Context: an optimization exercise on an open-source flow, tuned for small area, a short achievable clock period and few clock cycles. The choices shown serve that exercise and are no tape-out recipe.
RTL that was checked went through simulation tests only; none was proved equivalent to the original.
Power and IR drop assume default switching activity.

Setup of lane 1:
Design updi_host, start of the top module:
module updi_host (
    input  wire        clk,
    input  wire        rst,
    input  wire        cfg_a24,
    input  wire        req_valid,
    output wire        req_ready,
    input  wire [4:0]  req_op,
    input  wire        req_wide,
    input  wire [23:0] req_addr,
    input  wire [15:0] req_data,
    input  wire [16:0] req_len,
    output wire        rsp_valid,
    output wire [2:0]  rsp_kind,
    output wire [2:0]  rsp_stage,
    output wire [2:0]  rsp_cause,
    output wire [15:0] rsp_data,
    output wire [1:0]  life,
    output wire [1:0]  session,
    output wire        desync,
    input  wire        wd_valid,
    output wire        wd_ready,
    input  wire [7:0]  wd_data,
    output wire        rd_valid,
    output wire [7:0]  rd_data,
    output wire        ctl_valid,
    output wire [2:0]  ctl_cmd,
    input  wire        ctl_ready,
    input  wire        ctl_fail,
    output wire        tx_valid,
    output wire [7:0]  tx_data,
    input  wire        tx_ready,
    input  wire        rx_valid,
    input  wire        rx_err,
    input  wire [7:0]  rx_data,
    output wire        rx_ready
);
For scale: roughly 1,600 cells after synthesis, about 380 flip-flops, about 0.020 mm^2 of cells after synthesis.
export LEC_CHECK = 0
export CAP_MARGIN = 20
export CORE_MARGIN = 2
export CORE_UTILIZATION = 40
export SLEW_MARGIN = 20
create_clock -name core_clock -period 8.0 [get_ports {clk}]
run.sh (not shown) runs the stock make flow with config.mk's settings and CLKGATE_MAP_FILE= SYNTH_SCRIPT=/design/flow/synth_recipe.tcl, a recipe that flattens the netlist after the stock synthesis.
Testbench counts of lane 1, summed over its fixed seeds: cycles 22,261.
## Diff of input files: lane 2 against lane 1
-- flow/design.v --
<<< lane 1, line 82
    reg [15:0] dat;
    reg [7:0]  hi_r;
    reg [7:0]  kb [0:31];
    reg [1:0]  life_r, session_r;
    reg        desync_r;
>>> lane 2, line 82
    reg [15:0] dat;
    reg [7:0]  hi_r;
    reg [7:0]  ring [0:31];
    reg [4:0]  kd;
    reg [4:0]  rp;
    reg [1:0]  life_r, session_r;
    reg        desync_r;
<<< lane 1, line 152
    wire tx_on   = st_tx | st_bulk | st_key;
    wire src_wd  = (st_tx & (fr == F_STI) & hidx[1]) | (st_bulk & (bph == 2'd1));
    wire [7:0] ibyte = st_key ? kb[cnt[4:0]] : st_bulk ? bbyte : fbyte;
    wire [2:0] alast = a24 ? 3'd4 : 3'd3;
    reg f_last;
>>> lane 2, line 154
    wire tx_on   = st_tx | st_bulk | st_key;
    wire src_wd  = (st_tx & (fr == F_STI) & hidx[1]) | (st_bulk & (bph == 2'd1));
    wire [7:0] ibyte = st_key ? ring[{rp[4:1], 1'b0}] : st_bulk ? bbyte : fbyte;
    wire [2:0] alast = a24 ? 3'd4 : 3'd3;
    reg f_last;
<<< lane 1, line 176
    wire req_last  = (st_tx & f_last & f_reqlast) | (st_bulk & b_reqlast) |
                     (st_key & k_last);
    assign tx_valid = tx_on & !pend & (!src_wd | wd_valid);
    assign tx_data  = src_wd ? wd_data : ibyte;
    wire   tx_fire  = tx_valid & tx_ready;
>>> lane 2, line 178
    wire req_last  = (st_tx & f_last & f_reqlast) | (st_bulk & b_reqlast) |
                     (st_key & k_last);
    assign tx_valid = tx_on & !pend & (!src_wd | wd_valid) & !(st_key & rp[0]);
    assign tx_data  = src_wd ? wd_data : ibyte;
    wire   tx_fire  = tx_valid & tx_ready;
<<< lane 1, line 184
    wire k_ld_last  = (cnt[2:0] == 3'd7) & (addr[1:0] == 2'd0 | cnt[3]) &
                      (addr[1:0] != 2'd2 | cnt[4]);
    assign wd_ready = (src_wd & !pend & tx_ready & tx_on) | (st == ST_KLD);
    wire   wd_fire  = wd_ready & wd_valid;
    assign ctl_valid = (st == ST_CTL);
>>> lane 2, line 186
    wire k_ld_last  = (cnt[2:0] == 3'd7) & (addr[1:0] == 2'd0 | cnt[3]) &
                      (addr[1:0] != 2'd2 | cnt[4]);
    assign wd_ready = (src_wd & !pend & tx_ready & tx_on) | ((st == ST_KLD) & (kd == 5'd0));
    wire   wd_fire  = wd_ready & wd_valid;
    assign ctl_valid = (st == ST_CTL);
<<< lane 1, line 263
        end
    endtask
    always @(posedge clk) begin
        if (rst) begin
>>> lane 2, line 265
        end
    endtask
    integer i;
    always @(posedge clk) begin
        ring[0] <= ((st == ST_KLD) & wd_fire) ? wd_data : ring[31];
        for (i = 1; i < 32; i = i + 1)
            ring[i] <= ring[i-1];
        kd <= ((st == ST_KLD) & !wd_fire) ? kd + 5'd1 : 5'd0;
        rp <= ((st == ST_KLD) & wd_fire) ? 5'd0 : rp + 5'd1 + {4'd0, st_key & bc};
    end
    always @(posedge clk) begin
        if (rst) begin
<<< lane 1, line 320
                if (k_last) st <= ST_IDLE;
            end
            ST_KLD: if (wd_valid) begin
                kb[cnt[4:0]] <= wd_data;
                if (k_ld_last) send(F_KEYH);
                else cnt <= cnt + 17'd1;
>>> lane 2, line 330
                if (k_last) st <= ST_IDLE;
            end
            ST_KLD: if (wd_fire) begin
                if (k_ld_last) send(F_KEYH);
                else cnt <= cnt + 17'd1;
Notes after the runs:
Post-synthesis cell type count in lane 2 vs lane 1: up about 6%
In the reports for lane 2 and lane 1, the smaller power share of the combinational group belongs to lane 2.
Clock power (lane 2 over lane 1): increase, about 4%
Via count of the first global-routing pass came out lower on lane 2 than on lane 1.
Diff lane 1 -> lane 2: cell count of the worst hold path saw a decrease, overall power after layout saw a decrease.
Testbench counts of lane 2, summed over its fixed seeds: cycles 22,261.

updi_host, a different RTL version from the one above (not shown whole).
Size: roughly 1900 cells after synthesis, ~370 flip-flops, about 150 I/O pins.
clock: 8.0 ns
lec_check: 0
abc_area: 1
cap_margin: 20
core_margin: 2
core_utilization: 40
cts_cluster_diameter: 100
cts_cluster_size: 25
setup_slack_margin: 4.3
slew_margin: 20
standard.sh (not shown) runs the stock make flow with config.mk's settings and CLKGATE_MAP_FILE= SYNTH_SCRIPT=/design/flow/synth_recipe.tcl, a recipe that flattens the netlist after the stock synthesis.
==> flow/flow/run.sh <==
#!/bin/bash
set -o pipefail
export BUFFER_PORTS_ARGS="-buffer_cell sky130_fd_sc_hd__buf_1"
bash standard.sh > standard.log 2>&1
Rerun with:
--- a/flow/design.v
+++ b/flow/design.v
@@ -96,20 +96,21 @@
     reg        n_pend, n_abort, n_retry, n_ctl_fail_r;
     reg [2:0]  n_ctl_cmd_r;
     reg [4:0]  n_op;
     reg        n_wide, n_a24;
     reg [23:0] n_addr;
     reg [15:0] n_dat;
     reg [1:0]  n_life_r, n_session_r;
     reg        n_desync_r, n_rsp_r;
     reg [2:0]  n_ecode;
     reg        n_res;               
+    reg        f_txc, f_txw, f_srcwd, f_rxa;
     reg        f_res;
     reg [7:0]  txb;             
     wire [7:0] asz   = a24 ? 8'h08 : 8'h04;
     wire [7:0] psz   = a24 ? 8'h02 : 8'h01;
     wire [7:0] dsz   = wide ? 8'h01 : 8'h00;
     reg [7:0] opc, b2;
     always @(*) begin
         case (fr)
             F_ISP1:  opc = 8'hC3;
             F_ISP2:  opc = 8'hC2;
@@ -170,25 +171,20 @@
     wire st_bulk = (st == ST_BULK);
     wire st_key  = (st == ST_KEY);
     wire st_rx   = (st == ST_RX);
     wire tx_on   = st_tx | st_bulk | st_key;
     wire f_last    = f_last_of(fr, hidx, a24, wide);
     wire b_reqlast = (bph == 2'd2) & (hidx[1:0] == 2'd2);
     wire b_unb     = (dat[15:10] != 6'd0) | (dat == 16'd0);
     wire b_last    = b_reqlast | (!b_unb & (bcc == 10'd1));
     wire k_last    = (cnt[4:0] == 5'd0);
     wire snd_last  = (st_tx & f_last) | (st_bulk & b_last) | (st_key & k_last);
-    wire   src_wd   = (st_tx & (fr == F_STI) & hidx[1]) | (st_bulk & (bph == 2'd1));
-    wire   f_txc    = tx_on & !pend & !src_wd & !(st_key & rp[0]);
-    wire   f_txw    = tx_on & !pend & src_wd;
-    wire   f_rxa    = st_rx | (tx_on & !abort & pend);
-    wire   f_srcwd  = src_wd;
     assign tx_valid = f_txc | (f_txw & wd_valid);
     assign tx_data  = f_srcwd ? wd_data : txb;
     wire   tx_fire  = tx_valid & tx_ready;
     wire   bc       = (tx_on & pend & rx_valid) | (tx_fire & (abort | rx_valid));
     assign rx_ready = f_rxa | (tx_ready & !abort & (f_txc | (f_txw & wd_valid)));
     wire   rx_fire  = rx_ready & rx_valid;
     wire k_ld_last  = (cnt[2:0] == 3'd7) & (addr[1:0] == 2'd0 | cnt[3]) &
                       (addr[1:0] != 2'd2 | cnt[4]);
     wire   f_kld    = (st == ST_KLD) & ((rp == 5'd0) | (cnt[4:0] == 5'd0));
     assign wd_ready = f_kld | (f_txw & tx_ready);
@@ -274,20 +270,24 @@
                          3'd2: n_byte = b2;
                          3'd3: n_byte = addr[15:8];
                          3'd4: n_byte = addr[23:16];
                          3'd5: n_byte = dat[7:0];
                          default: n_byte = dat[15:8];
                      endcase
         endcase
     end
     always @(posedge clk) begin
         txb      <= acc ? 8'h55   : n_byte;
+        f_txc    <= acc ? acc_txon : n_txc;
+        f_txw    <= !acc & n_txw;
+        f_srcwd  <= !acc & n_srcwd;
+        f_rxa    <= !acc & (n_strx | (n_tx_on & !n_abort & n_pend));
         f_res    <= !acc & n_res;
     end
     always @(posedge clk) begin
         st <= m_st; pc <= m_pc; fr <= m_fr; hidx <= m_hidx; cnt <= m_cnt;
         bph <= m_bph; pend <= m_pend; abort <= m_abort;
         retry <= m_retry; ctl_fail_r <= m_ctl_fail_r;
         ctl_cmd_r <= m_ctl_cmd_r; op <= m_op; wide <= m_wide; a24 <= m_a24;
         addr <= m_addr; dat <= m_dat; life_r <= m_life_r; session_r <= m_session_r;
         desync_r <= m_desync_r; rsp_r <= m_rsp_r; ecode <= m_ecode;
     end
After rerunning: The changed run finished with timing, DRC and antenna clean; routed wire length is about the same; setup slack loses 0.016 ns; synthesized cell count increases by a few percent; clock skew decreases by 0.0066 ns; sequential power decreases by a few percent; critical path depth increases by 1; power decreases by roughly a tenth; cell area decreases slightly; die area increases by a few percent; via count increases slightly; non-clock buffer count decreases by 40.
Testbench counts after the change, summed over its fixed seeds: cycles 23,533.
Function not checked in the first run of this note: the RTL went through the layout flow alone.

re-timing with driven ports:
No port has a modelled driver above. Below, the same layouts with a new extraction and two added sets of constraints.
Step 1: set_driving_cell puts a clkbuf_16 on clk and a buf_2 on each other input, an assumption about the parent block.
Step 2 adds t to the input delays and takes it off the output delays; t is the mean of the earliest and latest rising clock arrival at the registers after step 1. Input paths then give back, and output paths get back, about the clock's delay inside the block.
a / b / c = ideal / step 1 / step 2; a / b = the first two.
| run | shift t [ns] | setup slack, ns | slew at the worst register clock pin (ns) | worst data-port slew with drivers (ns) | cell pins on the clock port's net |
|---|---|---|---|---|---|
| lane 1 | 0.622 | 1.642 / 1.588 / 2.188 | 0.07 / 0.07 | 0.06 | 1 |
| lane 2 | 0.621 | 1.793 / 1.734 / 1.993 | 0.07 / 0.07 | 0.09 | 1 |
| the first run of note 2 | 0.599 | 4.159 / 4.111 / 3.773 | 0.10 / 0.10 | 0.06 | 1 |
| the second run of note 2 | 0.600 | 4.143 / 4.100 / 3.916 | 0.10 / 0.10 | 0.06 | 1 |
After both steps setup and hold are still met in every run listed. The setup slack of the first run of note 2, which loses most, moves by -0.048 ns with the drivers and by -0.386 ns with both steps.
